This design comes from an exercise in tuning for small area on the open sky130 flow, not from production work.
In this exercise RTL edits were held to simulation tests only and were not proved equivalent to the original.

==> flow/design.v <==
module rd_dds_sine (
  input  wire [6:0] idx,
  output wire [6:0] amp
);
  wire new_n15, new_n16, new_n17, new_n18, new_n19, new_n20, new_n21,
    new_n22, new_n23, new_n24, new_n25, new_n26, new_n27, new_n28, new_n30,
    new_n31, new_n32, new_n33, new_n34, new_n35, new_n36, new_n37, new_n38,
    new_n39, new_n40, new_n41, new_n42, new_n43, new_n44, new_n45, new_n46,
    new_n47, new_n48, new_n49, new_n50, new_n51, new_n52, new_n53, new_n54,
    new_n55, new_n56, new_n57, new_n58, new_n59, new_n60, new_n61, new_n62,
    new_n63, new_n64, new_n65, new_n66, new_n67, new_n68, new_n69, new_n70,
    new_n71, new_n72, new_n73, new_n75, new_n76, new_n77, new_n78, new_n79,
    new_n80, new_n81, new_n82, new_n83, new_n84, new_n85, new_n86, new_n87,
    new_n88, new_n89, new_n90, new_n91, new_n92, new_n93, new_n94, new_n95,
    new_n96, new_n97, new_n98, new_n99, new_n100, new_n101, new_n102,
    new_n103, new_n104, new_n105, new_n107, new_n108, new_n109, new_n110,
    new_n111, new_n112, new_n113, new_n114, new_n115, new_n117, new_n118,
    new_n120, new_n121, new_n122, new_n123, new_n124, new_n125, new_n126,
    new_n127, new_n128, new_n129, new_n131, new_n132, new_n133, new_n134,
    new_n135, new_n136;
  assign new_n15 = idx[3] & idx[4];
  assign new_n16 = ~idx[3] & ~idx[5];
  assign new_n17 = ~new_n15 & ~new_n16;
  assign new_n18 = idx[4] & ~idx[5];
  assign new_n19 = idx[2] & new_n18;
  assign new_n20 = ~new_n17 & ~new_n19;
  assign new_n21 = idx[1] & idx[2];
  assign new_n22 = idx[0] & idx[1];
  assign new_n23 = ~idx[2] & ~idx[4];
  assign new_n24 = ~new_n22 & new_n23;
  assign new_n25 = ~new_n21 & ~new_n24;
  assign new_n26 = new_n20 & ~new_n25;
  assign new_n27 = ~idx[0] & ~idx[1];
  assign new_n28 = new_n26 & new_n27;
  assign amp[6] = ~idx[6] | new_n28;
  assign new_n30 = idx[3] & ~idx[4];
  assign new_n31 = ~idx[3] & idx[4];
  assign new_n32 = ~new_n30 & ~new_n31;
  assign new_n33 = idx[1] & ~new_n32;
  assign new_n34 = new_n20 & new_n33;
  assign new_n35 = ~new_n26 & ~new_n34;
  assign new_n36 = ~new_n22 & ~new_n27;
  assign new_n37 = idx[2] & idx[5];
  assign new_n38 = ~new_n30 & new_n37;
  assign new_n39 = idx[3] & idx[5];
  assign new_n40 = ~new_n23 & new_n39;
  assign new_n41 = ~new_n38 & new_n40;
  assign new_n42 = new_n36 & new_n41;
  assign new_n43 = ~idx[2] & ~new_n22;
  assign new_n44 = ~new_n21 & ~new_n32;
  assign new_n45 = ~new_n43 & new_n44;
  assign new_n46 = ~new_n42 & ~new_n45;
  assign new_n47 = new_n35 & new_n46;
  assign new_n48 = ~idx[0] & idx[2];
  assign new_n49 = ~idx[1] & ~idx[2];
  assign new_n50 = ~new_n48 & ~new_n49;
  assign new_n51 = ~idx[5] & ~new_n50;
  assign new_n52 = ~new_n39 & ~new_n51;
  assign new_n53 = new_n24 & new_n52;
  assign new_n54 = new_n47 & new_n53;
  assign new_n55 = idx[1] & ~idx[4];
  assign new_n56 = ~new_n37 & new_n55;
  assign new_n57 = idx[4] & new_n17;
  assign new_n58 = new_n48 & new_n57;
  assign new_n59 = ~idx[0] & idx[5];
  assign new_n60 = ~new_n55 & new_n59;
  assign new_n61 = idx[2] & idx[3];
  assign new_n62 = ~idx[0] & ~new_n61;
  assign new_n63 = ~idx[1] & idx[4];
  assign new_n64 = ~new_n62 & ~new_n63;
  assign new_n65 = ~new_n60 & new_n64;
  assign new_n66 = ~new_n58 & ~new_n65;
  assign new_n67 = ~new_n56 & ~new_n66;
  assign new_n68 = ~idx[0] & ~new_n33;
  assign new_n69 = new_n20 & ~new_n68;
  assign new_n70 = ~new_n67 & ~new_n69;
  assign new_n71 = ~new_n54 & new_n70;
  assign new_n72 = ~amp[6] & new_n71;
  assign new_n73 = amp[6] & ~new_n71;
  assign amp[0] = new_n72 | new_n73;
  assign new_n75 = idx[0] & new_n61;
  assign new_n76 = ~new_n62 & ~new_n75;
  assign new_n77 = ~idx[1] & ~new_n15;
  assign new_n78 = ~new_n76 & new_n77;
  assign new_n79 = idx[0] & ~idx[4];
  assign new_n80 = idx[1] & ~new_n79;
  assign new_n81 = new_n16 & ~new_n23;
  assign new_n82 = ~new_n80 & new_n81;
  assign new_n83 = ~idx[3] & ~new_n82;
  assign new_n84 = ~new_n47 & new_n83;
  assign new_n85 = idx[1] & ~new_n61;
  assign new_n86 = ~new_n84 & new_n85;
  assign new_n87 = ~new_n78 & ~new_n86;
  assign new_n88 = ~idx[5] & ~new_n87;
  assign new_n89 = ~new_n15 & new_n36;
  assign new_n90 = new_n15 & ~new_n49;
  assign new_n91 = ~idx[5] & ~new_n90;
  assign new_n92 = idx[3] & new_n59;
  assign new_n93 = ~new_n38 & ~new_n92;
  assign new_n94 = ~new_n91 & new_n93;
  assign new_n95 = ~new_n89 & new_n94;
  assign new_n96 = new_n57 & new_n95;
  assign new_n97 = ~idx[1] & new_n39;
  assign new_n98 = ~new_n78 & new_n97;
  assign new_n99 = ~new_n33 & ~new_n38;
  assign new_n100 = new_n89 & ~new_n99;
  assign new_n101 = ~new_n98 & ~new_n100;
  assign new_n102 = ~new_n96 & new_n101;
  assign new_n103 = ~new_n88 & new_n102;
  assign new_n104 = ~amp[6] & new_n103;
  assign new_n105 = amp[6] & ~new_n103;
  assign amp[1] = ~new_n104 & ~new_n105;
  assign new_n107 = ~idx[4] & ~new_n22;
  assign new_n108 = new_n52 & new_n107;
  assign new_n109 = ~new_n21 & ~new_n61;
  assign new_n110 = new_n60 & ~new_n109;
  assign new_n111 = ~new_n82 & ~new_n110;
  assign new_n112 = ~new_n95 & new_n111;
  assign new_n113 = ~new_n108 & new_n112;
  assign new_n114 = ~amp[6] & ~new_n113;
  assign new_n115 = amp[6] & new_n113;
  assign amp[2] = ~new_n114 & ~new_n115;
  assign new_n117 = amp[6] & ~new_n47;
  assign new_n118 = ~amp[6] & new_n47;
  assign amp[3] = ~new_n117 & ~new_n118;
  assign new_n120 = ~new_n56 & ~new_n107;
  assign new_n121 = idx[5] & ~new_n120;
  assign new_n122 = ~idx[3] & ~new_n21;
  assign new_n123 = idx[3] & ~new_n43;
  assign new_n124 = ~new_n122 & ~new_n123;
  assign new_n125 = new_n18 & ~new_n49;
  assign new_n126 = ~new_n124 & ~new_n125;
  assign new_n127 = ~new_n121 & new_n126;
  assign new_n128 = amp[6] & ~new_n127;
  assign new_n129 = ~amp[6] & new_n127;
  assign amp[4] = new_n128 | new_n129;
  assign new_n131 = idx[4] & ~new_n122;
  assign new_n132 = ~idx[5] & ~new_n123;
  assign new_n133 = ~new_n131 & ~new_n132;
  assign new_n134 = ~new_n18 & ~new_n133;
  assign new_n135 = amp[6] & new_n134;
  assign new_n136 = ~amp[6] & ~new_n134;
  assign amp[5] = ~new_n135 & ~new_n136;
endmodule
module rd_dds_sine34 (
  input  wire [6:0] idx,
  output wire [6:0] amp
);
  wire new_n15, new_n16, new_n17, new_n18, new_n19, new_n20, new_n21,
    new_n22, new_n23, new_n24, new_n25, new_n26, new_n27, new_n28, new_n29,
    new_n30, new_n31, new_n32, new_n33, new_n34, new_n35, new_n36, new_n37,
    new_n38, new_n39, new_n40, new_n41, new_n42, new_n43, new_n44, new_n45,
    new_n46, new_n47, new_n48, new_n49, new_n50, new_n51, new_n52, new_n54,
    new_n55, new_n56, new_n57, new_n58, new_n59, new_n60, new_n61, new_n62,
    new_n63, new_n64, new_n65, new_n66, new_n67, new_n68, new_n69, new_n70,
    new_n71, new_n72, new_n73, new_n74, new_n75, new_n76, new_n77, new_n78,
    new_n79, new_n80, new_n81, new_n83, new_n84, new_n85, new_n86, new_n87,
    new_n88, new_n89, new_n90, new_n91, new_n92, new_n93, new_n94, new_n95,
    new_n96, new_n97, new_n98, new_n100, new_n101, new_n103, new_n104,
    new_n105, new_n106, new_n107, new_n108, new_n109, new_n110, new_n111,
    new_n112, new_n113, new_n114, new_n115, new_n116, new_n117, new_n118,
    new_n119, new_n120, new_n121, new_n122, new_n123, new_n124, new_n125,
    new_n126, new_n127, new_n128, new_n129, new_n130, new_n131, new_n132,
    new_n133, new_n135, new_n136, new_n137, new_n138, new_n139, new_n140,
    new_n141, new_n142, new_n143, new_n144, new_n145, new_n147, new_n148,
    new_n149, new_n150;
  assign new_n15 = idx[3] & ~idx[4];
  assign new_n16 = ~idx[2] & ~idx[5];
  assign new_n17 = idx[1] & new_n16;
  assign new_n18 = ~new_n15 & new_n17;
  assign new_n19 = ~idx[3] & idx[4];
  assign new_n20 = ~idx[2] & ~new_n19;
  assign new_n21 = idx[5] & ~new_n19;
  assign new_n22 = idx[1] & ~new_n21;
  assign new_n23 = ~new_n20 & ~new_n22;
  assign new_n24 = ~new_n18 & ~new_n23;
  assign new_n25 = ~idx[0] & ~new_n24;
  assign new_n26 = idx[4] & idx[5];
  assign new_n27 = ~new_n19 & ~new_n26;
  assign new_n28 = ~idx[1] & ~idx[2];
  assign new_n29 = ~idx[5] & ~new_n28;
  assign new_n30 = ~idx[3] & ~idx[4];
  assign new_n31 = ~new_n29 & new_n30;
  assign new_n32 = idx[2] & idx[5];
  assign new_n33 = idx[3] & idx[4];
  assign new_n34 = ~new_n26 & ~new_n33;
  assign new_n35 = ~new_n32 & ~new_n34;
  assign new_n36 = ~new_n31 & ~new_n35;
  assign new_n37 = ~idx[4] & ~idx[5];
  assign new_n38 = idx[2] & new_n37;
  assign new_n39 = idx[4] & new_n28;
  assign new_n40 = ~new_n38 & ~new_n39;
  assign new_n41 = new_n36 & new_n40;
  assign new_n42 = ~new_n27 & ~new_n41;
  assign new_n43 = ~idx[3] & idx[5];
  assign new_n44 = ~idx[1] & new_n43;
  assign new_n45 = ~new_n38 & ~new_n44;
  assign new_n46 = ~new_n42 & new_n45;
  assign new_n47 = idx[3] & new_n22;
  assign new_n48 = idx[1] & idx[2];
  assign new_n49 = new_n15 & new_n48;
  assign new_n50 = idx[0] & ~new_n49;
  assign new_n51 = ~new_n47 & new_n50;
  assign new_n52 = new_n46 & new_n51;
  assign amp[0] = new_n25 | new_n52;
  assign new_n54 = ~idx[6] & amp[0];
  assign new_n55 = idx[0] & ~idx[2];
  assign new_n56 = new_n33 & new_n55;
  assign new_n57 = idx[0] & idx[2];
  assign new_n58 = ~idx[1] & new_n19;
  assign new_n59 = new_n57 & new_n58;
  assign new_n60 = ~new_n56 & ~new_n59;
  assign new_n61 = ~idx[5] & ~new_n60;
  assign new_n62 = idx[2] & ~idx[3];
  assign new_n63 = ~new_n27 & ~new_n62;
  assign new_n64 = new_n37 & new_n62;
  assign new_n65 = ~new_n17 & ~new_n64;
  assign new_n66 = ~new_n63 & new_n65;
  assign new_n67 = ~idx[0] & ~new_n66;
  assign new_n68 = ~idx[4] & new_n57;
  assign new_n69 = ~new_n48 & ~new_n68;
  assign new_n70 = idx[0] & ~new_n43;
  assign new_n71 = ~new_n33 & ~new_n70;
  assign new_n72 = ~new_n69 & new_n71;
  assign new_n73 = idx[1] & ~idx[2];
  assign new_n74 = idx[5] & ~new_n73;
  assign new_n75 = new_n15 & ~new_n29;
  assign new_n76 = ~new_n74 & new_n75;
  assign new_n77 = ~new_n72 & ~new_n76;
  assign new_n78 = ~new_n67 & new_n77;
  assign new_n79 = ~new_n61 & new_n78;
  assign new_n80 = new_n54 & ~new_n79;
  assign new_n81 = ~new_n54 & new_n79;
  assign amp[1] = ~new_n80 & ~new_n81;
  assign new_n83 = idx[0] & idx[1];
  assign new_n84 = ~idx[2] & new_n30;
  assign new_n85 = ~new_n83 & new_n84;
  assign new_n86 = new_n33 & new_n48;
  assign new_n87 = ~idx[6] & ~new_n86;
  assign new_n88 = ~new_n85 & new_n87;
  assign new_n89 = ~new_n26 & ~new_n37;
  assign new_n90 = ~new_n15 & ~new_n19;
  assign new_n91 = ~new_n89 & new_n90;
  assign new_n92 = idx[0] & new_n91;
  assign new_n93 = idx[6] & ~new_n92;
  assign new_n94 = ~new_n88 & ~new_n93;
  assign new_n95 = idx[1] & new_n38;
  assign new_n96 = idx[0] & new_n95;
  assign new_n97 = ~new_n39 & new_n91;
  assign new_n98 = ~new_n96 & new_n97;
  assign amp[5] = new_n94 | new_n98;
  assign new_n100 = ~new_n89 & ~amp[5];
  assign new_n101 = new_n88 & ~new_n100;
  assign amp[6] = ~idx[6] & ~new_n98;
  assign new_n103 = ~idx[3] & new_n28;
  assign new_n104 = ~amp[6] & ~new_n103;
  assign new_n105 = new_n100 & new_n104;
  assign new_n106 = ~new_n101 & ~new_n105;
  assign new_n107 = amp[1] & ~new_n106;
  assign new_n108 = new_n80 & new_n106;
  assign new_n109 = ~idx[0] & ~idx[1];
  assign new_n110 = new_n27 & ~new_n37;
  assign new_n111 = new_n109 & ~new_n110;
  assign new_n112 = ~idx[4] & new_n55;
  assign new_n113 = idx[4] & new_n57;
  assign new_n114 = ~new_n112 & ~new_n113;
  assign new_n115 = ~new_n111 & new_n114;
  assign new_n116 = ~idx[6] & ~new_n115;
  assign new_n117 = ~new_n108 & new_n116;
  assign new_n118 = ~new_n107 & new_n117;
  assign new_n119 = ~new_n30 & new_n32;
  assign new_n120 = ~new_n111 & new_n119;
  assign new_n121 = ~new_n32 & new_n109;
  assign new_n122 = ~new_n27 & new_n121;
  assign new_n123 = ~idx[3] & new_n109;
  assign new_n124 = new_n16 & ~new_n33;
  assign new_n125 = ~new_n123 & new_n124;
  assign new_n126 = ~new_n122 & ~new_n125;
  assign new_n127 = ~new_n120 & new_n126;
  assign new_n128 = idx[6] & ~new_n127;
  assign new_n129 = ~new_n118 & ~new_n127;
  assign new_n130 = new_n28 & ~new_n110;
  assign new_n131 = ~new_n96 & ~new_n130;
  assign new_n132 = new_n88 & new_n131;
  assign new_n133 = ~new_n129 & new_n132;
  assign amp[3] = new_n128 | new_n133;
  assign new_n135 = ~new_n41 & amp[3];
  assign new_n136 = new_n36 & ~new_n95;
  assign new_n137 = ~amp[3] & new_n136;
  assign new_n138 = ~idx[2] & idx[3];
  assign new_n139 = new_n109 & new_n138;
  assign new_n140 = ~idx[3] & new_n46;
  assign new_n141 = idx[5] & new_n83;
  assign new_n142 = ~new_n140 & new_n141;
  assign new_n143 = ~new_n139 & ~new_n142;
  assign new_n144 = ~new_n137 & new_n143;
  assign new_n145 = ~new_n135 & new_n144;
  assign amp[2] = ~new_n118 & ~new_n145;
  assign new_n147 = new_n127 & new_n131;
  assign new_n148 = ~new_n62 & ~new_n138;
  assign new_n149 = ~new_n128 & new_n148;
  assign new_n150 = ~new_n147 & new_n149;
  assign amp[4] = ~new_n106 | new_n150;
endmodule
module rd_dds_steps (
  input  wire [4:0] code,
  output reg  [7:0] step_a,
  output reg  [7:0] step_b,
  output reg        has_next,   
  output reg  [4:0] next_code
);
  always @(*) begin
    has_next  = 1'b0;
    next_code = code;
    case (code)
      5'd0: begin step_a = 8'd86; step_b = 8'd60; end
      5'd1: begin step_a = 8'd77; step_b = 8'd45; end
      5'd2: begin step_a = 8'd86; step_b = 8'd45; end
      5'd3: begin step_a = 8'd95; step_b = 8'd45; end
      5'd4: begin step_a = 8'd77; step_b = 8'd49; end
      5'd5: begin step_a = 8'd86; step_b = 8'd49; end
      5'd6: begin step_a = 8'd95; step_b = 8'd49; end
      5'd7: begin step_a = 8'd77; step_b = 8'd55; end
      5'd8: begin step_a = 8'd86; step_b = 8'd55; end
      5'd9: begin step_a = 8'd95; step_b = 8'd55; end
      5'd10: begin step_a = 8'd77; step_b = 8'd60; end
      5'd11: begin step_a = 8'd95; step_b = 8'd60; end
      5'd12: begin step_a = 8'd96; step_b = 8'd83; end
      5'd13: begin step_a = 8'd58; step_b = 8'd45; end
      5'd14: begin step_a = 8'd70; step_b = 8'd45; end
      5'd15: begin step_a = 8'd70; step_b = 8'd58; end
      5'd16: begin step_a = 8'd83; step_b = 8'd45; end
      5'd17: begin step_a = 8'd83; step_b = 8'd58; end
      5'd18: begin step_a = 8'd83; step_b = 8'd70; end
      5'd19: begin step_a = 8'd96; step_b = 8'd45; end
      5'd20: begin step_a = 8'd96; step_b = 8'd58; end
      5'd21: begin step_a = 8'd96; step_b = 8'd70; end
      5'd22: begin step_a = 8'd109; step_b = 8'd70; end
      5'd23: begin step_a = 8'd109; step_b = 8'd96; end
      5'd24: begin step_a = 8'd166; step_b = 8'd0; end
      5'd25: begin step_a = 8'd64; step_b = 8'd0; end
      5'd26: begin step_a = 8'd32; step_b = 8'd0; end
      5'd27: begin step_a = 8'd33; step_b = 8'd0; has_next = 1'b1; next_code = 5'd29; end
      5'd28: begin step_a = 8'd50; step_b = 8'd0; has_next = 1'b1; next_code = 5'd31; end
      5'd29: begin step_a = 8'd42; step_b = 8'd0; has_next = 1'b1; next_code = 5'd30; end
      5'd30: begin step_a = 8'd50; step_b = 8'd0; end
      5'd31: begin step_a = 8'd33; step_b = 8'd0; end
    endcase
  end
endmodule
module rd_dds_engine (
  input  wire        clk,
  input  wire        rst,
  input  wire [31:0] cmd,
  input  wire        cmd_valid,
  output wire        cmd_ready,
  input  wire        tick,
  output wire [7:0]  sample,
  output wire        out_en,
  output wire        busy
);
  reg [9:0]  ph_a, ph_b;
  reg        ph_zero;
  reg [4:0]  code;
  reg [19:0] rem;
  reg        hb;
  wire active = |rem;
  assign busy      = active;
  assign out_en    = active;
  assign cmd_ready = ~active;
  wire       cmd_take = cmd_valid & ~active;
  wire       cmd_init = cmd_take & (cmd == 32'h1000_0000);
  wire       cmd_tone = cmd_take & (cmd[31:21] == 11'b0010_0000_000);
  wire [4:0] sym      = cmd[20:16];
  wire [19:0] tone_len = (sym[4:3] == 2'b11 && sym[2:0] >= 3'd5) ? 20'd0 :
                         (sym[4:3] == 2'b11 && sym[2:0] >= 3'd3) ? 20'd32 :
                         {cmd[15:0], 4'b0000};
  wire       do_tick = tick & active;
  wire [7:0] step_a, step_b;
  wire       has_next;
  wire [4:0] next_code;
  rd_dds_steps u_steps (.code(code), .step_a(step_a), .step_b(step_b),
                        .has_next(has_next), .next_code(next_code));
  wire [9:0] base_a = ph_zero ? 10'd4 : ph_a;
  wire [9:0] base_b = ph_zero ? 10'd4 : ph_b;
  wire [9:0] ph_a_n = base_a + {2'b00, step_a};
  wire [9:0] ph_b_n = base_b + {2'b00, step_b};
  wire       last = (rem == 20'd1);
  always @(posedge clk) begin
    if (rst) begin
      ph_zero <= 1'b1;
      rem     <= 20'd0;
    end else if (cmd_init) begin
      ph_zero <= 1'b1;
    end else if (cmd_tone) begin
      code    <= sym;
      rem     <= tone_len;
    end else if (do_tick) begin
      ph_zero <= 1'b0;
      ph_a    <= ph_a_n;
      ph_b    <= ph_b_n;
      hb      <= (step_b != 8'd0);
      if (last) begin
        code  <= next_code;
        rem   <= has_next ? 20'd32 : 20'd0;
      end else begin
        rem   <= rem - 20'd1;
      end
    end
  end
  wire [6:0] amp_a, amp_b;
  rd_dds_sine   u_sine_a (.idx(ph_a[9:3]), .amp(amp_a));
  rd_dds_sine34 u_sine_b (.idx(ph_b[9:3]), .amp(amp_b));
  assign sample = {1'b0, amp_a} + {1'b0, amp_b & {7{hb}}};
endmodule
module rd_dds_decoder (
  input  wire       clk,
  input  wire       rst,
  input  wire       dial_active,
  input  wire       pulse,
  input  wire       db_release,
  input  wire       sf_inhibit,
  input  wire [1:0] map_policy,
  output wire [4:0] digit,
  output reg        digit_valid,
  output reg        sf_arm,
  output reg        sf_cancel
);
  reg       dialing;
  reg [3:0] count;
  reg [3:0] dig;
  reg       db_lock;
  reg       pulse_q;
  assign digit = {dig[3] & dig[2], dig};
  wire       lock_1  = db_lock & ~db_release;                  
  wire       ev_dials = dial_active & ~dialing;                
  wire       dialing_1 = dialing | dial_active;
  wire [3:0] count_1 = ev_dials ? 4'd0 : count;
  wire       ev_pulse = pulse & ~pulse_q & ~lock_1;            
  wire       counted = ev_pulse & dialing_1 & ~sf_inhibit & (count_1 != 4'd11);
  wire [3:0] count_2 = count_1 + {3'b000, counted};
  wire       ev_diale = ~dial_active & dialing;                
  reg  [3:0] d;
  always @(*) begin
    if (count_2 == 4'd0 || count_2 == 4'd11) d = 4'hF;
    else case (map_policy)
      2'd1:    d = (count_2 == 4'd10) ? 4'd0 : 4'd10 - count_2;   
      2'd2:    d = count_2 - 4'd1;                                
      default: d = (count_2 == 4'd10) ? 4'd0 : count_2;           
    endcase
  end
  always @(posedge clk) begin
    if (rst) begin
      dialing     <= 1'b0;
      count       <= 4'd0;
      dig         <= 4'hF;
      db_lock     <= 1'b0;
      pulse_q     <= 1'b1;
      digit_valid <= 1'b0;
      sf_arm      <= 1'b0;
      sf_cancel   <= 1'b0;
    end else begin
      dialing     <= dial_active;
      count       <= count_2;
      db_lock     <= lock_1 | ev_pulse;
      pulse_q     <= pulse;
      sf_arm      <= ev_dials;
      sf_cancel   <= (ev_pulse & dialing_1) | ev_diale;
      digit_valid <= ev_diale & (d != 4'hF);
      if (ev_diale)
        dig       <= d;
    end
  end
endmodule
module rd_dds (
  input  wire        clk,
  input  wire        rst,           
  input  wire [31:0] cmd,
  input  wire        cmd_valid,
  output wire        cmd_ready,
  input  wire        tick,
  input  wire        dial_active,
  input  wire        pulse,
  input  wire        db_release,
  input  wire        sf_inhibit,
  input  wire [1:0]  map_policy,
  output wire [7:0]  sample,
  output wire        out_en,
  output wire        busy,
  output wire [4:0]  digit,
  output wire        digit_valid,
  output wire        sf_arm,
  output wire        sf_cancel
);
  rd_dds_engine u_engine (
    .clk(clk), .rst(rst),
    .cmd(cmd), .cmd_valid(cmd_valid), .cmd_ready(cmd_ready),
    .tick(tick),
    .sample(sample), .out_en(out_en), .busy(busy)
  );
  rd_dds_decoder u_decoder (
    .clk(clk), .rst(rst),
    .dial_active(dial_active), .pulse(pulse), .db_release(db_release),
    .sf_inhibit(sf_inhibit), .map_policy(map_policy),
    .digit(digit), .digit_valid(digit_valid),
    .sf_arm(sf_arm), .sf_cancel(sf_cancel)
  );
endmodule
==> flow/run.sh <==
#!/bin/bash
# synth_recipe.tcl (not shown) runs the flow's synth.tcl, then flattens the netlist and writes it again
# the make line also repeats each setting of config.mk as NAME=value (left out here)
make -C /OpenROAD-flow-scripts/flow DESIGN_CONFIG=/design/flow/config.mk WORK_HOME=/design/flow/orfs CLKGATE_MAP_FILE= SYNTH_SCRIPT=/design/flow/synth_recipe.tcl finish
==> flow/config.mk <==
export PLATFORM = sky130hd
export DESIGN_NAME = rd_dds
export DESIGN_NICKNAME = rd_dds
export VERILOG_FILES = /design/flow/design.v
export SDC_FILE = /design/flow/constraint.sdc
export NUM_CORES = 4
export LEC_CHECK = 0
export CAP_MARGIN = 20
export CORE_MARGIN = 2
export CORE_UTILIZATION = 40
export PLACE_DENSITY = 0.6
export SLEW_MARGIN = 20
==> flow/constraint.sdc <==
create_clock -name core_clock -period 10.0 [get_ports {clk}]
set_input_delay 2.0000 -clock core_clock [delete_from_list [all_inputs] [get_ports {clk}]]
set_output_delay 2.0000 -clock core_clock [all_outputs]
set_load 0.01 [all_outputs]
==> results.cfg, run 1 <==
[grt]
grt.total_usage_pct = 20.4
grt_pass1_vias = 5640
grt_pass1_wl_um = 27100
grt-busiest-layer = met2
grt_remaining_overflow = 0
globalRouteMet1Util_pct = 25.9
antenna_found_initial = 0
gr-usage-met2_pct = 34.3
met3_usage_pct = 3.48
grt_max_degree = 30

[placed_design]
placed_cell_area_sq_um = 6620
gp_congestion = 0.895
place_inst = 973
dpl.hpwl_um = 12000
io_buffers = 60

[sta]
finalClockSkew_ns = 0.0105
slew_violations = 0
holdWs_ns = 0.501
final_hold_viol_count = 0
fin_crit_sh_pct = 69.2
max_freq_mhz = 144
worst_pin_slew_ns = 0.835
rsz0062_at_grt = no
fin_setup_tns_ns = 0
slew_headroom_pct = 44.4
setup_violations = 0
finalCriticalPeriod_ns = 6.92

[worst_setup_path]
path_class = reg2out
crit_path_top_delay_cell = edfxtp_1
cp_slowest_stage_delay_ns = 0.65
arrival_ns = 4.92
startpoint_type = register
cp-end-kind = primary output
critPathRequiredTime_ns = 8.00
cp_max_fo = 14
crit_chain = ha_1, nor2_1, o21ai_0, nor3b_1, o221a_2, a31oi_1, nor2_1, ha_1, nor4_1, a21oi_1, o311a_1, ha_1, a21o_1, a21oi_1, o21bai_1, a21oi_1, xnor2_1, clkdlybuf4s50_1

[logic_synthesis]
seq_area_frac_synth_pct = 24.9
avgSynthCellArea_sq_um = 7.72
yosys.area.top_type = edfxtp_1
synth.distinct_cells = 82
async_reset_ff_share_pct = 0
yosys.area.top_type_share_pct = 13.1
ys_warn_count = 3
ys.flop_type = dfxtp_1
syn_inst = 769
synth-edff-count = 26
syn_nets = 860
synth.top_cells.by_area = edfxtp_1 13%, dfxtp_1 12%, ha_1 9.7%
ys_ff_latch = 61
syn_area_sq_um = 5940

[detailed_routing]
drt-pass1-iter-count = 5
drt-vias-per-instance = 5.95
wl_um = 16200
drc = 0
drt_iter0_markers = 482
postRouteAntennaNets = 0
num_vias = 5889
wl_per_cell_um = 16.4

[cells_and_area]
final_common_cell = nor2_1
seqCellArea_sq_um = 1480
final_cell_mix = 67 x nor2_1, 64 x a21oi_1, 60 x clkdlybuf4s50_1, 58 x nand2_1, 46 x ha_1
nets = 891
stdcell_area_sq_um = 6920
insertedDiodeCount = 0
fill_cells = 1464
drive_gt1_share_pct = 5.59
final_cells = 989
multi_input_area_sq_um = 4130
synthToLayoutAreaGrowth_pct = 16.5

[clock_tree]
clkSlewWorstSetupHoldPaths_ns = 0.06
clockRootBuffer = clkbuf_16
post_cts_buffers = 0
cts_tree = done
hold_buffers = 0
cts.sinks = 61
cts_buffers = 9
cts_resized = 0
clock_path_buffers = 2
clk_latency_ns = 0.34
h-tree-depth = 3

[job]
drv_cap = 0

[outcome]
status = no timing/DRC/antenna violations

[floorplan]
core_region_area_sq_um = 14500
dieArea_sq_um = 15800
die_y_um = 126
start_util_pct = 40.9
top_level_ports = 61
dieWidth_um = 126
rows = 44

[worst_hold_path]
hold_class = reg2reg
-- logic make-up (layout without fill, tap and decap cells) --
group,after synthesis,in the layout,share of synthesized area [%]
AND/OR/NAND/NOR,313,313,27.9
AO/OA/AOI/OAI,219,219,24.5
buffers and inverters,87,123,5.71
flip-flops,61,61,24.9
adder cells (fa/ha/maj),50,50,10.9
XOR/XNOR,30,30,4.42
multiplexers,9,9,1.64
-- registers in the layout, indices dropped and copies added (netlist names) --
name / flops
u_decoder.db_lock: 1
u_decoder.dialing: 1
u_decoder.sf_arm: 1
u_engine.hb: 1
u_decoder.sf_cancel: 1
u_engine.code: 5
u_decoder.dig: 4
u_decoder.digit_valid: 1
u_engine.ph_zero: 1
u_decoder.pulse_q: 1
u_engine.ph_b: 10
u_decoder.count: 4
u_engine.ph_a: 10
u_engine.rem: 20
-- worst max-delay path: cells and delay by family (launching register included) --
kind	cells	cell delay, ns
xor+xnor	1	0.13
buf+inv	1	0.55
compound gates	9	1.76
fa+ha+maj	3	0.97
simple gates	4	0.54
flops	1	0.65
-- final timing paths --
| path | cells past startpoint | slack, ns | endpoint | start |
|---|---|---|---|---|
| hold reg to reg | 2 | 0.50 | u_engine.rem[10] | u_engine.rem[10] |
| setup / recovery | 18 | 3.08 | sample[6] | u_engine.ph_b[8] |
| hold / removal | 2 | 0.50 | u_engine.rem[10] | u_engine.rem[10] |
| setup reg to reg | 13 | 6.23 | u_engine.ph_a[8] | u_engine.code[4] |
-- layer usage --
layer | wire length, um | vias to the layer above
met5 | 0 | -
met4 | 431 | 0
met3 | 881 | 34
met2 | 7700 | 182
met1 | 7190 | 2769
li1 | - | 2904
-- final cells by class --
class                   instances  share of cell area (%)
clock inverters                 5                   0.470
multi-input cells             621                    59.7
repair buffers                 64                    9.12
well taps                     184                    3.33
flip-flops and latches         61                    21.4
clock buffers                  11                    3.67
inverters                      43                    2.33
-- synth_stat cells, types with 5 or more instances --
library cell and count:
a21o_1 8, or3_1 6, xnor2_1 21, dfxtp_1 35
ha_1 46, inv_1 43, mux2_2 5, xor2_1 9
nor3b_1 5, a31oi_1 9, edfxtp_1 26, and2_1 15
nor4_1 16, nor2_1 68, o21a_1 8, nand2b_1 18
nor3_1 40, o32ai_1 5, o21ai_1 8, nand3_1 21
buf_2 7, a22oi_1 5, a211o_1 5, nand2_1 58
nand4_1 11, o21bai_1 6, a21oi_1 64, buf_1 5
clkbuf_1 31, nor2b_1 23, o21ai_0 37, a311oi_1 6
-- per-stage QoR --
stage / worst slack [ns] / util (%)
final: 3.08 / 47.6
after global routing: 2.83 / 47.6
after CTS: 3.12 / 47.5
after detailed placement: 3.49 / 45.6
after global placement: 3.68 / 45.6
after floorplan: 4.48 / -
==> inputs of run 2 (changes only) <==
==> flow/flow/run.sh (new file) <==
#!/bin/bash
# Own layout flow:
#   1. the standard synthesis (standard.sh synth), unchanged;
#   2. its combinational cells remapped for area with yosys + ABC; every
#      flip-flop instance is kept as the standard synthesis made it;
#   3. the standard layout (standard.sh) from the remapped netlist, with
#      the port buffers made of buf_1 cells.
# Each tool writes its full output to a log file in this folder.
set -euo pipefail
W=$(pwd)
R=$W/orfs/results/$FLOW_PLATFORM/rd_dds/base
LIB=$FLOW_HOME/platforms/$FLOW_PLATFORM/lib/sky130_fd_sc_hd__tt_025C_1v80.lib
YOSYS=$FLOW_HOME/../tools/install/yosys/bin/yosys

bash standard.sh synth > 1_standard_synth.log 2>&1
cp "$R/1_2_yosys.v" "$W/1_2_yosys_standard.v"

# liberty of the combinational cells the standard netlist uses (read as logic)
CELLS=$(grep -oE 'sky130_fd_sc_hd__[a-z0-9_]+' "$W/1_2_yosys_standard.v" | sort -u |
        grep -vE '__(df|edf|sdf|dl|sdl|conb)' || true)
python3 flow/libsub.py "$LIB" $CELLS > "$W/comb.lib"
# liberty ABC maps to: plain combinational cells only
python3 flow/libsub.py "$LIB" --map > "$W/map.lib"

sed -e "s#@LIB@#$LIB#g" -e "s#@W@#$W#g" flow/reopt.ys > "$W/reopt.ys"
"$YOSYS" -s "$W/reopt.ys" > 2_yosys_remap.log 2>&1

export BUFFER_PORTS_ARGS="-buffer_cell sky130_fd_sc_hd__buf_1"
bash standard.sh > 3_standard_layout.log 2>&1
==> flow/flow/area.abc (new file) <==
strash
&get -n
&deepsyn -T 60
&put
dch -f
map -a
topo
==> flow/flow/libsub.py (new file) <==
#!/usr/bin/env python3
# libsub.py LIB CELL... : the liberty LIB with only the named cells.
# libsub.py LIB --map   : the liberty LIB with only plain combinational cells
#                         (no flip-flops, latches, clock, delay, tie, power or
#                         multi-output cells) for ABC to map to.
import re, sys
src = open(sys.argv[1]).read()
head = re.compile(r'\n\s*cell\s*\(\s*"?(\w+)"?\s*\)\s*\{')
m0 = head.search(src)
out = [src[:m0.start()]]
pos = m0.start()
skip = re.compile(r'__(df|edf|sdf|dl|sdl|conb|clk|dly|lpflow|probe|ebuf|einv|macro|decap|fill|tap|diode|fa_|ha_|fah|mux4)')
while True:
    m = head.search(src, pos)
    if not m:
        break
    depth, j = 0, m.end() - 1
    while True:
        c = src[j]
        if c == '{':
            depth += 1
        elif c == '}':
            depth -= 1
            if depth == 0:
                break
        j += 1
    name, body = m.group(1), src[m.start():j + 1]
    if sys.argv[2] == '--map':
        keep = not skip.search(name) and 'ff (' not in body and 'latch (' not in body \
            and body.count('direction : output') + body.count('direction : "output"') == 1
    else:
        keep = name in sys.argv[2:]
    if keep:
        out.append(body)
    pos = j + 1
out.append('\n}\n')
sys.stdout.write(''.join(out))
==> flow/flow/reopt.ys (new file) <==
# Remap the combinational cells of the standard netlist for area; the
# flip-flops stay black boxes, so their instances and names are unchanged.
read_liberty -lib @LIB@
read_liberty -overwrite @W@/comb.lib
read_verilog @W@/1_2_yosys_standard.v
hierarchy -check -top rd_dds
flatten
opt_clean -purge
tee -o @W@/remap_before.txt stat -liberty @LIB@
abc -liberty @W@/map.lib -script @W@/flow/area.abc
# the mapped cells as black boxes again, with their port directions
read_liberty -lib -overwrite @LIB@
opt_clean -purge
hilomap -singleton -hicell sky130_fd_sc_hd__conb_1 HI -locell sky130_fd_sc_hd__conb_1 LO
opt_clean -purge
tee -o @W@/remap_after.txt stat -liberty @LIB@
check -assert -mapped
write_verilog -noattr -nohex -nodec @W@/orfs/results/sky130hd/rd_dds/base/1_2_yosys.v
==> flow/standard.sh (new file) <==
#!/bin/bash
# synth_recipe.tcl (not shown) runs the flow's synth.tcl, then flattens the netlist and writes it again
# the make line also repeats each setting of config.mk as NAME=value (left out here)
make -C /OpenROAD-flow-scripts/flow DESIGN_CONFIG=/design/flow/config.mk WORK_HOME=/design/flow/orfs CLKGATE_MAP_FILE= SYNTH_SCRIPT=/design/flow/synth_recipe.tcl "${@:-finish}"
removed: flow/run.sh
==> run 2 against run 1 <==
Compared with the run above:
- via count fell by 15%
- die area down 22%
- synthesized area decreased by 22%
- non-clock buffer count decreased by 1
- critical endpoint unchanged
- maximum frequency grew 5.7%
- final cell count is 4.0% lower
- global-route usage down 0.76 points
- critical path depth is 6 higher
- worst setup slack improved by 0.37 ns
- sequential share of layout area is 6.3 points higher
==> results.cfg, run 2 <==
[sta]
finalCriticalPeriod_ns = 6.55
slew_violations = 0
final_hold_viol_count = 0
fin_crit_sh_pct = 65.5
setup_violations = 0
slew_headroom_pct = 56.8
fin_setup_tns_ns = 0
rsz0062_at_grt = no
finalClockSkew_ns = 0.00995
worst_pin_slew_ns = 0.643
max_freq_mhz = 153

[placed_design]
place_inst = 933
dpl.hpwl_um = 9240
gp_congestion = 0.875
io_buffers = 60

[cells_and_area]
largest_register_ffs = 20
nets = 843
final_common_cell = nor2_1
final_cells = 949
insertedDiodeCount = 0
drive_gt1_share_pct = 3.35
reg_top3 = u_engine.rem x20, u_engine.ph_a x10, u_engine.ph_b x10
final_cell_mix = 140 x nor2_1, 120 x inv_1, 119 x nand2_1, 66 x a21oi_1, 60 x buf_1
synthToLayoutAreaGrowth_pct = 15.6
regMostFlops = u_engine.rem

[clock_tree]
post_cts_buffers = 0
clockRootBuffer = clkbuf_16
cts_resized = 0
cts_tree = done
h-tree-depth = 3
cts_buffers = 9
hold_buffers = 0
cts.sinks = 61
clkSlewWorstSetupHoldPaths_ns = 0.05
clk_latency_ns = 0.33
clock_path_buffers = 2

[worst_setup_path]
cp_max_fo = 12
path_common_cell = nor2_1
arrival_ns = 4.55
cp_slowest_stage_delay_ns = 0.59
rr_worst_depth = 32
critPathRequiredTime_ns = 8.00
cp-end-kind = primary output
path_class = reg2out
timing.rr.start = u_engine.code[4]
path_buf_inv = 4
worst-r2r-setup-slack_ns = 4.52
crit_chain = inv_1, nor2_1, inv_1, o21ai_0, a21oi_1, nor2_1, nand2_1, nand2_1, inv_1, nor2_1, nor2_1, xnor2_1, nand2_1, a311oi_1, nor2_1, nor2_1, nand2_1, nand3_1, a21oi_1, o21ai_0, nand3_1, nand2_1, xor2_1, buf_1
startpoint_type = register
cp_top_family = simple AND/OR/NAND/NOR gates
crit_path_top_delay_cell = edfxtp_1
r2r-end = u_engine.ph_a[9]

[floorplan]
start_util_pct = 40.6
rows = 39
dieWidth_um = 111
top_level_ports = 61
dieArea_sq_um = 12400
core_region_area_sq_um = 11400
die_y_um = 111

[worst_hold_path]
hold_class = reg2reg
holdPathStages = 2
hold_end = u_engine.rem[9]
hold_start = u_engine.rem[9]

[detailed_routing]
wl_um = 12100
wl_met2_um = 5890
drc = 0
wl_per_cell_um = 12.7
drt_iter0_markers = 430
drt-met1-wl_um = 5420
postRouteAntennaNets = 0
num_vias = 5034
drt-vias-per-instance = 5.30
drt-pass1-iter-count = 5
met3_length_um = 564
routed.top_layer = met4

[outcome]
status = no timing/DRC/antenna violations

[logic_synthesis]
ys_warn_count = 3
syn_area_sq_um = 4620
syn_inst = 727
avgSynthCellArea_sq_um = 6.36
syn_nets = 769

[grt]
grt_remaining_overflow = 0
grt_pass1_wl_um = 20600
grt_pass1_vias = 4625
grt.total_usage_pct = 19.6
grt_max_degree = 32
antenna_found_initial = 0

[job]
drv_cap = 0
[run 2: cell types whose count changed in the layout (fill, tap and decap cells not counted), moves of 14 or more]
cell / change
nor2_1: +73
ha_1: -46
clkdlybuf4s50_1: -60
nand2b_1: -18
and2_1: -15
nor2b_1: -23
buf_1: +60
nand2_1: +61
nor3_1: -14
o21ai_0: +19
inv_1: +77
[run 2: through the flow]
| step | util [%] | hold WS (ns) | setup WS [ns] | cell area (sq um) |
|---|---|---|---|---|
| floorplan | - | 0.442 | 4.55 | 4620 |
| global placement | 44.4 | 0.457 | 4.09 | 5050 |
| detailed placement | 44.4 | 0.463 | 3.84 | 5050 |
| CTS | 47.0 | 0.471 | 3.48 | 5340 |
| global route | 47.0 | 0.481 | 3.06 | 5340 |
| finish | 47.0 | 0.468 | 3.45 | 5340 |
[run 2: layout make-up]
class,instances,area (sq um)
Timing Repair Buffer,63,248
Inverter,120,450
Tap cell,143,179
Clock inverter,3,17.5
Sequential cell,61,1480
Fill cell,1208,6030
Multi-Input combinational cell,546,2690
Clock buffer,13,272
[run 2: worst max path at each step]
stage                startpoint         to  depth (start not counted)  slack [ns]
5_1_grt        u_engine.ph_a[3]  sample[6]                         24        3.06
4_1_cts        u_engine.ph_a[3]  sample[6]                         24        3.48
3_5_place_dp   u_engine.ph_a[3]  sample[6]                         24        3.84
2_1_floorplan  u_engine.ph_a[3]  sample[6]                         23        4.55
3_3_place_gp   u_engine.ph_a[3]  sample[6]                         24        4.09
6_report       u_engine.ph_a[3]  sample[6]                         24        3.45
[run 2: worst min-delay path, stage by stage, from the launching register on]
cell,delay [ns]
dfxtp_1,0.29
inv_1,0.07
a21oi_1,0.06
[run 2: layer usage]
layer	vias to the layer above	global-route usage, %
met5	-	0
met3	21	2.89
met2	161	34.8
met4	0	6.67
li1	2587	-
met1	2265	24.4
==> inputs of run 3 (changes only) <==
--- a/flow/flow/run.sh
+++ b/flow/flow/run.sh
@@ -1,10 +1,11 @@
 #!/bin/bash
 # Own layout flow:
 #   1. the standard synthesis (standard.sh synth), unchanged;
-#   2. its combinational cells remapped for area with yosys + ABC; every
-#      flip-flop instance is kept as the standard synthesis made it;
+#   2. its combinational cells remapped for area with yosys + ABC (four runs
+#      with different ABC seeds, the smallest kept); every flip-flop instance
+#      is kept as the standard synthesis made it;
 #   3. the standard layout (standard.sh) from the remapped netlist, with
-#      the port buffers made of buf_1 cells.
+#      buf_1 port buffers and a clock tree of clkbuf_4 without dummy loads.
 # Each tool writes its full output to a log file in this folder.
 set -euo pipefail
 W=$(pwd)
@@ -22,8 +23,24 @@
 # liberty ABC maps to: plain combinational cells only
 python3 flow/libsub.py "$LIB" --map > "$W/map.lib"
 
-sed -e "s#@LIB@#$LIB#g" -e "s#@W@#$W#g" flow/reopt.ys > "$W/reopt.ys"
-"$YOSYS" -s "$W/reopt.ys" > 2_yosys_remap.log 2>&1
+for s in 1 2 3 4; do
+  mkdir -p "$W/remap$s"
+  sed -e "s#@S@#$s#g" flow/area.abc > "$W/remap$s/area.abc"
+  sed -e "s#@LIB@#$LIB#g" -e "s#@W@#$W#g" -e "s#@D@#$W/remap$s#g" flow/reopt.ys > "$W/remap$s/reopt.ys"
+  "$YOSYS" -s "$W/remap$s/reopt.ys" > "2_yosys_remap$s.log" 2>&1 &
+done
+wait
+best=""; best_area=""
+for s in 1 2 3 4; do
+  a=$(awk '/Chip area/ {print $NF}' "$W/remap$s/after.txt" 2>/dev/null || true)
+  [[ -n "$a" && -f "$W/remap$s/1_2_yosys.v" ]] || continue
+  if [[ -z "$best" ]] || awk -v a="$a" -v b="$best_area" 'BEGIN{exit !(a < b)}'; then
+    best=$s; best_area=$a
+  fi
+done
+echo "remap runs: best $best, area $best_area" > 2_remap_choice.log
+cp "$W/remap$best/1_2_yosys.v" "$R/1_2_yosys.v"
 
 export BUFFER_PORTS_ARGS="-buffer_cell sky130_fd_sc_hd__buf_1"
+export CTS_ARGS="-sink_clustering_enable -repair_clock_nets -dont_use_dummy_load -buf_list sky130_fd_sc_hd__clkbuf_4 -root_buf sky130_fd_sc_hd__clkbuf_4"
 bash standard.sh > 3_standard_layout.log 2>&1
==> flow/flow/area.abc (replaced) <==
strash
&get -n
&deepsyn -T 150 -S @S@
&put
dc2
dch -f
amap -m
topo
==> flow/flow/reopt.ys (replaced) <==
# Remap the combinational cells of the standard netlist for area; the
# flip-flops stay black boxes, so their instances and names are unchanged.
read_liberty -lib @LIB@
read_liberty -overwrite @W@/comb.lib
read_verilog @W@/1_2_yosys_standard.v
hierarchy -check -top rd_dds
flatten
opt_clean -purge
tee -o @D@/before.txt stat -liberty @LIB@
abc -liberty @W@/map.lib -script @D@/area.abc
# the mapped cells as black boxes again, with their port directions
read_liberty -lib -overwrite @LIB@
opt_clean -purge
hilomap -singleton -hicell sky130_fd_sc_hd__conb_1 HI -locell sky130_fd_sc_hd__conb_1 LO
opt_clean -purge
tee -o @D@/after.txt stat -liberty @LIB@
check -assert -mapped
write_verilog -noattr -nohex -nodec @D@/1_2_yosys.v
==> run 3 against run 2 <==
Compared with the run above:
- still clean
- routed wire length decreased by 0.93%
- synthesized cell count decreased by 8.5%
- first-iteration DRC count decreased by 28%
- clock-buffer cell count decreased by 4
- die area decreased by 4.0%
- core utilization decreased by 1.6 points
- final area decreased by 7.9%
- maximum frequency decreased by 3.6%
- sequential cell count unchanged
- critical path depth increased by 1
- critical endpoint unchanged
- highest routed layer unchanged
==> results.cfg, run 3 <==
[worst_setup_path]
rr_worst_depth = 31
r2r-end = u_engine.ph_b[9]
path_class = reg2out
startpoint_type = register
cp_max_fo = 8
critPathRequiredTime_ns = 8.00
arrival_ns = 4.80
cp-end-kind = primary output
worst-r2r-setup-slack_ns = 4.25
timing.rr.start = u_engine.code[4]

[cells_and_area]
synthToLayoutAreaGrowth_pct = 11.1
insertedDiodeCount = 0
drive_gt1_share_pct = 1.76
reg_top3 = u_engine.rem x20, u_engine.ph_a x10, u_engine.ph_b x10
regMostFlops = u_engine.rem
fill_cells = 1176
seqCellArea_sq_um = 1480
final_cell_mix = 181 x nor2_1, 79 x inv_1, 70 x nand2_1, 60 x buf_1, 59 x a21oi_1
largest_register_ffs = 20
final_common_cell = nor2_1
nets = 781
multi_input_area_sq_um = 2650

[job]
drv_cap = 0

[clock_tree]
cts_buffers = 9
h-tree-depth = 3
hold_buffers = 0
post_cts_buffers = 0
clock_path_buffers = 2
clk_latency_ns = 0.41
cts.sinks = 61
cts_resized = 0
clockRootBuffer = clkbuf_4
cts_tree = done
clkSlewWorstSetupHoldPaths_ns = 0.10

[logic_synthesis]
syn_inst = 665
syn_area_sq_um = 4430
syn_nets = 707
ys_warn_count = 3
avgSynthCellArea_sq_um = 6.66

[floorplan]
core_region_area_sq_um = 10800
dieWidth_um = 109
top_level_ports = 61
dieArea_sq_um = 11900
die_y_um = 109
start_util_pct = 40.8
rows = 38

[sta]
rsz0062_at_grt = no
fin_crit_sh_pct = 68.0
final_hold_viol_count = 0
finalCriticalPeriod_ns = 6.80
holdWs_ns = 0.488
fin_setup_tns_ns = 0
max_freq_mhz = 147
slew_headroom_pct = 35.5
finalClockSkew_ns = 0.0146
slew_violations = 0
worst_pin_slew_ns = 0.964
setup_violations = 0

[grt]
grt_pass1_vias = 4518
grt.total_usage_pct = 20.9
grt_remaining_overflow = 0
antenna_found_initial = 0
grt_max_degree = 33
grt_pass1_wl_um = 20000

[worst_hold_path]
holdPathStages = 1
hold_end = u_engine.rem[12]
hold_start = u_engine.rem[12]
hold_class = reg2reg

[detailed_routing]
wl_um = 12000
num_vias = 4936
drt-pass1-iter-count = 5
drc = 0
postRouteAntennaNets = 0
drt-vias-per-instance = 5.63
wl_per_cell_um = 13.6
drt_iter0_markers = 308

[placed_design]
dpl.hpwl_um = 9330
gp_congestion = 0.989
io_buffers = 60

[outcome]
status = no timing/DRC/antenna violations
[run 3: worst max path at each step]
| stage | from | end | cells after the start |
|---|---|---|---|
| 3_3_place_gp | u_engine.ph_a[7] | sample[6] | 25 |
| 4_1_cts | u_engine.ph_a[7] | sample[6] | 25 |
| 2_1_floorplan | u_engine.ph_a[7] | sample[6] | 24 |
| 3_5_place_dp | u_engine.ph_a[7] | sample[6] | 25 |
| 6_report | u_engine.ph_a[7] | sample[6] | 25 |
| 5_1_grt | u_engine.ph_a[7] | sample[6] | 25 |
[run 3: cell type report]
type                            count  area share (%)
Clock buffer                        9            1.37
Sequential cell                    61            30.1
Timing Repair Buffer               63            5.04
Multi-Input combinational cell    525            53.9
Inverter                           79            6.03
Tap cell                          140            3.56
[run 3: stage by stage]
step	area [sq um]	util, %	worst slack, ns	std cells
2_1_floorplan	4430	-	4.21	665
3_3_place_gp	4850	44.8	3.83	868
3_5_place_dp	4850	44.8	3.68	868
4_1_cts	4920	45.4	3.21	877
5_1_grt	4920	45.4	2.63	877
6_report	4920	45.4	3.20	877
[run 3: worst max-delay path, cell delays in order (launching register included)]
cell	delay [ns]
edfxtp_1	0.49
inv_1	0.22
nor2_1	0.11
a221o_1	0.36
nor2_1	0.11
a21oi_1	0.04
o21ai_0	0.29
inv_1	0.11
nor2_1	0.10
nor4_1	0.05
a2111oi_0	0.44
nor2_1	0.07
a21oi_1	0.17
nor2_1	0.07
a21oi_1	0.19
a21oi_1	0.13
o21ai_0	0.28
o22ai_1	0.15
nor2_1	0.14
nor2_1	0.07
nor2_1	0.14
nor2_1	0.07
nor2_1	0.14
nor2_1	0.09
o21ai_0	0.17
buf_1	0.17
[run 3: per-layer routing]
metal,part of all wire (%),up-vias,track usage (%)
met1,45,2174,25.8
met4,3.7,0,9.95
met5,0,-,0
met2,46,209,36.0
li1,-,2504,-
met3,5.3,49,2.87
==> inputs of run 4 (changes only) <==
--- a/flow/design.v
+++ b/flow/design.v
@@ -386,25 +386,25 @@
   wire [9:0] ph_a_n = base_a + {2'b00, step_a};
   wire [9:0] ph_b_n = base_b + {2'b00, step_b};
   wire       last = (rem == 20'd1);
+  wire [19:0] rem_dec = rem - 20'd1;
+  wire [19:0] rem_run = do_tick ? (rem_dec | {14'd0, last & has_next, 5'd0}) : rem;
   always @(posedge clk) begin
     if (rst) begin
       ph_zero <= 1'b1;
       rem     <= 20'd0;
-    end else if (cmd_init) begin
-      ph_zero <= 1'b1;
-    end else if (cmd_tone) begin
-      code    <= sym;
-      rem     <= tone_len;
-    end else if (do_tick) begin
-      ph_zero <= 1'b0;
-      ph_a    <= ph_a_n;
-      ph_b    <= ph_b_n;
-      hb      <= (step_b != 8'd0);
-      if (last) begin
-        code  <= next_code;
-        rem   <= has_next ? 20'd32 : 20'd0;
-      end else begin
-        rem   <= rem - 20'd1;
+    end else begin
+      rem     <= rem_run | (cmd_tone ? tone_len : 20'd0);
+      if (cmd_init)
+        ph_zero <= 1'b1;
+      if (cmd_tone)
+        code    <= sym;
+      if (do_tick) begin
+        ph_zero <= 1'b0;
+        ph_a    <= ph_a_n;
+        ph_b    <= ph_b_n;
+        hb      <= (step_b != 8'd0);
+        if (last)
+          code  <= next_code;
       end
     end
   end
@@ -422,16 +422,21 @@
   input  wire       sf_inhibit,
   input  wire [1:0] map_policy,
   output wire [4:0] digit,
-  output reg        digit_valid,
-  output reg        sf_arm,
-  output reg        sf_cancel
+  output wire       digit_valid,
+  output wire       sf_arm,
+  output wire       sf_cancel
 );
   reg       dialing;
+  reg       dialing_q;    
   reg [3:0] count;
   reg [3:0] dig;
   reg       db_lock;
   reg       pulse_q;
+  reg       pulse_cancel;   
   assign digit = {dig[3] & dig[2], dig};
+  assign sf_arm      = dialing & ~dialing_q;
+  assign digit_valid = dialing_q & ~dialing & ~(dig[3] & dig[2]);
+  assign sf_cancel   = pulse_cancel | (dialing_q & ~dialing);
   wire       lock_1  = db_lock & ~db_release;                  
   wire       ev_dials = dial_active & ~dialing;                
   wire       dialing_1 = dialing | dial_active;
@@ -456,17 +461,15 @@
       dig         <= 4'hF;
       db_lock     <= 1'b0;
       pulse_q     <= 1'b1;
-      digit_valid <= 1'b0;
-      sf_arm      <= 1'b0;
-      sf_cancel   <= 1'b0;
+      dialing_q   <= 1'b0;
+      pulse_cancel <= 1'b0;
     end else begin
       dialing     <= dial_active;
       count       <= count_2;
       db_lock     <= lock_1 | ev_pulse;
       pulse_q     <= pulse;
-      sf_arm      <= ev_dials;
-      sf_cancel   <= (ev_pulse & dialing_1) | ev_diale;
-      digit_valid <= ev_diale & (d != 4'hF);
+      dialing_q   <= dialing;
+      pulse_cancel <= ev_pulse & dialing_1;
       if (ev_diale)
         dig       <= d;
     end
==> run 4 against run 3 <==
Compared with the run above:
- worst setup slack lost 0.34 ns
- maximum frequency decreased by 4.7%
- final area decreased by 1.5%
- global-route usage barely moved
- die area fell by 1.4%
- sequential cell count decreased by 1
- sequential share of layout area grew 0.053 points
==> results.cfg, run 4 <==
[logic_synthesis]
ys_warn_count = 3
syn_nets = 702
syn_area_sq_um = 4360
syn_inst = 660
avgSynthCellArea_sq_um = 6.61

[worst_setup_path]
cp_max_fo = 11
crit_path_top_delay_cell = edfxtp_1
critPathRequiredTime_ns = 8.00
arrival_ns = 5.14
r2r-end = u_engine.ph_a[9]
critical_path.endpoint = sample[6]
startpoint_type = register
worst-r2r-setup-slack_ns = 4.76
path_class = reg2out
timing.rr.start = u_engine.code[4]
cp-end-kind = primary output
path_common_cell = nor2_1
rr_worst_depth = 31
critical_path.startpoint = u_engine.ph_b[5]
cp_slowest_stage_delay_ns = 0.57

[grt]
met3_usage_pct = 3.68
gr-usage-met2_pct = 36.1
antenna_found_initial = 0
grt-busiest-layer = met2
grt.total_usage_pct = 20.9
grt_max_degree = 33
grt_remaining_overflow = 0
globalRouteMet1Util_pct = 26.2
grt_pass1_vias = 4371
grt_pass1_wl_um = 19700

[sta]
fin_setup_tns_ns = 0
slew_headroom_pct = 55.1
holdWs_ns = 0.483
slew_violations = 0
max_freq_mhz = 140
finalCriticalPeriod_ns = 7.14
fin_crit_sh_pct = 71.4
finalClockSkew_ns = 0.0185
setup_violations = 0
final_hold_viol_count = 0
rsz0062_at_grt = no
worst_pin_slew_ns = 0.657

[clock_tree]
cts_resized = 0
cts.sinks = 60
h-tree-depth = 3
clk_latency_ns = 0.41
hold_buffers = 0
clock_path_buffers = 2
cts_buffers = 9
clkSlewWorstSetupHoldPaths_ns = 0.09
cts_tree = done
clockRootBuffer = clkbuf_4
post_cts_buffers = 0

[cells_and_area]
final_cell_mix = 167 x nor2_1, 89 x inv_1, 71 x nand2_1, 62 x a21oi_1, 60 x buf_1
synthToLayoutAreaGrowth_pct = 11.1
insertedDiodeCount = 0
seqCellArea_sq_um = 1460
final_common_cell = nor2_1
nets = 775
reg_top3 = u_engine.rem x20, u_engine.ph_a x10, u_engine.ph_b x10
drive_gt1_share_pct = 1.50
largest_register_ffs = 20
final_cells = 871
regMostFlops = u_engine.rem
fill_cells = 1197
fin_util_pct = 45.1
multi_input_area_sq_um = 2570

[detailed_routing]
drt-vias-per-instance = 5.41
drt-pass1-iter-count = 5
postRouteAntennaNets = 0
num_vias = 4716
drt_iter0_markers = 343
wl_um = 11800
drc = 0
wl_per_cell_um = 13.6

[placed_design]
dpl.hpwl_um = 9390
place_inst = 862
io_buffers = 60
gp_congestion = 0.873

[outcome]
status = no timing/DRC/antenna violations

[job]
drv_cap = 0

[floorplan]
core_region_area_sq_um = 10700
rows = 38
top_level_ports = 61
start_util_pct = 40.6
die_y_um = 108
dieWidth_um = 108
dieArea_sq_um = 11800

[worst_hold_path]
holdPathStages = 2
hold_class = reg2reg
## run 4: per-layer routing
metal | share of wire (%) | vias up | wire, um
li1 | - | 2466 | -
met1 | 45 | 2079 | 5360
met2 | 48 | 144 | 5680
met3 | 4.3 | 27 | 508
met4 | 2.4 | 0 | 285
met5 | 0 | - | 0
## run 4: worst min path at each step
stage / startpoint / to / slack [ns]
after floorplan: u_engine.rem[0] / u_engine.rem[0] / 0.45
after global placement: u_engine.rem[0] / u_engine.rem[0] / 0.47
after detailed placement: u_engine.rem[0] / u_engine.rem[0] / 0.47
after CTS: u_engine.rem[0] / u_engine.rem[0] / 0.48
after global routing: u_engine.rem[19] / u_engine.rem[19] / 0.53
final: u_engine.rem[0] / u_engine.rem[0] / 0.48
## run 4: final cells by class
class | count | share of cell area [%]
multi-input cells | 511 | 53.0
flip-flops and latches | 60 | 30.2
inverters | 89 | 6.90
repair buffers | 62 | 4.96
well taps | 140 | 3.62
clock buffers | 9 | 1.39
## run 4: stage by stage
stage,cell area [sq um],setup WS [ns]
after floorplan,4360,4.22
after global placement,4780,3.47
after detailed placement,4780,3.43
after CTS,4840,2.96
after global routing,4840,2.42
final,4840,2.86
## run 4: critical path: cells and delay by family, from the launching register on
family / cells / cell delay (ns)
simple gates: 14 / 1.60
compound gates: 11 / 2.04
buf+inv: 3 / 0.52
flops: 1 / 0.57
==> inputs of run 5 (changes only) <==
--- a/flow/design.v
+++ b/flow/design.v
@@ -381,10 +381,11 @@
   wire [4:0] next_code;
   rd_dds_steps u_steps (.code(code), .step_a(step_a), .step_b(step_b),
                         .has_next(has_next), .next_code(next_code));
-  wire [9:0] base_a = ph_zero ? 10'd4 : ph_a;
-  wire [9:0] base_b = ph_zero ? 10'd4 : ph_b;
-  wire [9:0] ph_a_n = base_a + {2'b00, step_a};
-  wire [9:0] ph_b_n = base_b + {2'b00, step_b};
+  wire       restart = ph_zero & do_tick;
+  wire [9:0] base_a  = restart ? 10'd4 : ph_a;
+  wire [9:0] base_b  = restart ? 10'd4 : ph_b;
+  wire [9:0] ph_a_n  = base_a + {2'b00, step_a & {8{do_tick}}};
+  wire [9:0] ph_b_n  = base_b + {2'b00, step_b & {8{do_tick}}};
   wire       last = (rem == 20'd1);
   wire [19:0] rem_dec = rem - 20'd1;
   wire [19:0] rem_run = do_tick ? (rem_dec | {14'd0, last & has_next, 5'd0}) : rem;
@@ -400,14 +401,16 @@
         code    <= sym;
       if (do_tick) begin
         ph_zero <= 1'b0;
-        ph_a    <= ph_a_n;
-        ph_b    <= ph_b_n;
         hb      <= (step_b != 8'd0);
         if (last)
           code  <= next_code;
       end
     end
   end
+  always @(posedge clk) begin
+    ph_a <= ph_a_n;
+    ph_b <= ph_b_n;
+  end
   wire [6:0] amp_a, amp_b;
   rd_dds_sine   u_sine_a (.idx(ph_a[9:3]), .amp(amp_a));
   rd_dds_sine34 u_sine_b (.idx(ph_b[9:3]), .amp(amp_b));
==> run 5 against run 4 <==
Compared with the run above:
- still clean on timing, DRC and antenna
- critical path depth is 2 higher
- routed wire length hardly changed
- final area is 2.7% lower
- clock skew is 0.031 ns higher
- first-iteration DRC count is 20% higher
- sequential share of layout area is 3.4 points lower
- clock-buffer cell count stayed put
- maximum frequency is 5.5% lower
- highest routed layer unchanged
==> results.cfg, run 5 <==
[placed_design]
io_buffers = 60
gp_congestion = 0.888
place_inst = 870
placed_cell_area_sq_um = 4650
dpl.hpwl_um = 9170
post-place-ws_ns = 2.79

[grt]
antenna_found_initial = 0
grt_remaining_overflow = 0
grt_pass1_vias = 4503
grt_max_degree = 33
grt_pass1_wl_um = 19500
grt.total_usage_pct = 21.2

[worst_setup_path]
crit_path_top_delay_cell = dfxtp_1
timing.rr.start = u_engine.rem[4]
cp-end-kind = primary output
cp_max_fo = 10
rr_worst_depth = 38
path_common_cell = nor2_1
startpoint_type = register
critical_path.endpoint = sample[6]
critical_path.startpoint = u_engine.ph_b[7]
critPathRequiredTime_ns = 8.00
r2r-end = u_engine.ph_a[9]
cp_slowest_stage_delay_ns = 0.48
worst-r2r-setup-slack_ns = 3.08
path_class = reg2out
arrival_ns = 5.55

[cells_and_area]
final_cells = 879
nets = 787
regMostFlops = u_engine.rem
insertedDiodeCount = 0
drive_gt1_share_pct = 1.35
fin_util_pct = 45.7
synthToLayoutAreaGrowth_pct = 11.1
reg_top3 = u_engine.rem x20, u_engine.ph_a x10, u_engine.ph_b x10
final_cell_mix = 189 x nor2_1, 72 x inv_1, 71 x o21ai_0, 68 x nand2_1, 60 x buf_1
final_common_cell = nor2_1
stdcell_area_sq_um = 4710
largest_register_ffs = 20
fill_cells = 1075

[sta]
slew_headroom_pct = 32.8
worst_pin_slew_ns = 1.00
rsz0062_at_grt = no
finalClockSkew_ns = 0.0493
timing.final.ws_setup_ns = 2.45
finalCriticalPeriod_ns = 7.55
setup_violations = 0
fin_crit_sh_pct = 75.5
fin_setup_tns_ns = 0
slew_violations = 0
max_freq_mhz = 132
holdWs_ns = 0.456
final_hold_viol_count = 0

[clock_tree]
cts_resized = 0
cts.sinks = 60
clockRootBuffer = clkbuf_4
clk_latency_ns = 0.44
h-tree-depth = 3
clkSlewWorstSetupHoldPaths_ns = 0.11
post_cts_buffers = 0
cts_tree = done
cts_buffers = 9
clock_path_buffers = 2
hold_buffers = 0

[logic_synthesis]
avgSynthCellArea_sq_um = 6.30
syn_nets = 715
syn_inst = 673
syn_area_sq_um = 4240
ys_warn_count = 3

[detailed_routing]
wl_um = 11900
drt_iter0_markers = 412
num_vias = 4976
drc = 0
postRouteAntennaNets = 0
drt-pass1-iter-count = 7
drt-vias-per-instance = 5.66
wl_per_cell_um = 13.5

[floorplan]
start_util_pct = 41.1
dieArea_sq_um = 11400
dieWidth_um = 107
rows = 37
die_y_um = 107
top_level_ports = 61
core_region_area_sq_um = 10300

[worst_hold_path]
holdPathStages = 1
hold_class = reg2reg

[outcome]
status = no timing/DRC/antenna violations

[job]
drv_cap = 0
-- run 5: changes by cell type in the layout (fill, tap and decap cells not counted), moves of 6 or more --
cell      delta
a21oi_1     -15
a221oi_1    +11
a31oi_1      +6
dfxtp_1     +20
edfxtp_1    -20
inv_1       -17
nor2_1      +22
o21a_1       -9
o21ai_0     +27
o22ai_1     -10
o32ai_1      -7
or2_0        +6
-- run 5: layout make-up --
type | count | area (sq um) | share of cell area [%]
flip-flops and latches | 60 | 1260 | 26.8
well taps | 136 | 170 | 3.61
multi-input cells | 541 | 2710 | 57.5
clock buffers | 9 | 67.6 | 1.43
repair buffers | 61 | 233 | 4.94
inverters | 72 | 270 | 5.73
-- run 5: how the worst min path moves through the flow --
stage / start / end / slack (ns)
6_report: u_engine.ph_a[9] / u_engine.ph_a[9] / 0.46
5_1_grt: u_engine.ph_a[9] / u_engine.ph_a[9] / 0.49
4_1_cts: u_engine.ph_a[9] / u_engine.ph_a[9] / 0.46
3_5_place_dp: u_engine.ph_a[9] / u_engine.ph_a[9] / 0.44
3_3_place_gp: u_engine.ph_a[9] / u_engine.ph_a[9] / 0.44
2_1_floorplan: u_engine.ph_a[9] / u_engine.ph_a[9] / 0.42
-- run 5: routing by layer --
| layer | track usage (%) | up-vias | share of wire (%) |
|---|---|---|---|
| li1 | - | 2520 | - |
| met3 | 4.56 | 37 | 6.5 |
| met1 | 24.5 | 2219 | 42 |
| met4 | 9.65 | 0 | 3.1 |
| met5 | 0 | - | 0 |
| met2 | 37.3 | 200 | 48 |
-- run 5: worst max-delay path, delay by kind of cell, from the launching register on --
kind / cells / cell delay, ns
AO/OA/AOI/OAI: 10 / 1.90
buffers and inverters: 3 / 0.42
flip-flops: 1 / 0.48
AND/OR/NAND/NOR: 17 / 2.31

## port drivers added, routing unchanged
No port has a modelled driver above. Below, the same layouts with a new extraction and two added sets of constraints.
Step 1 assumes that a clkbuf_16 drives the clock port and a buf_2 every other input.
Step 2, shift: input delay + t, output delay - t, t = (earliest + latest rising clock arrival at the registers) / 2. This alone moves slack from input paths to output paths.
a / b / c = ideal ports / drivers / drivers and shift; a / b = the first two.
run | shift t [ns] | setup WS [ns] | hold WS [ns] | latest minus earliest clock arrival (ns) | slew at the worst register clock pin (ns)
run 1 | 0.367 | 3.076 / 3.039 / 3.406 | 0.501 / 0.501 / 0.501 | 0.010 / 0.011 | 0.06 / 0.06
run 2 | 0.359 | 3.449 / 3.411 / 3.770 | 0.468 / 0.468 / 0.468 | 0.010 / 0.010 | 0.05 / 0.05
run 3 | 0.435 | 3.202 / 3.172 / 3.607 | 0.488 / 0.488 / 0.488 | 0.015 / 0.015 | 0.10 / 0.10
run 4 | 0.428 | 2.864 / 2.835 / 3.264 | 0.483 / 0.483 / 0.483 | 0.019 / 0.019 | 0.10 / 0.10
run 5 | 0.445 | 2.449 / 2.418 / 2.754 | 0.456 / 0.456 / 0.456 | 0.050 / 0.050 | 0.12 / 0.12
After both steps every run listed still meets setup and hold.
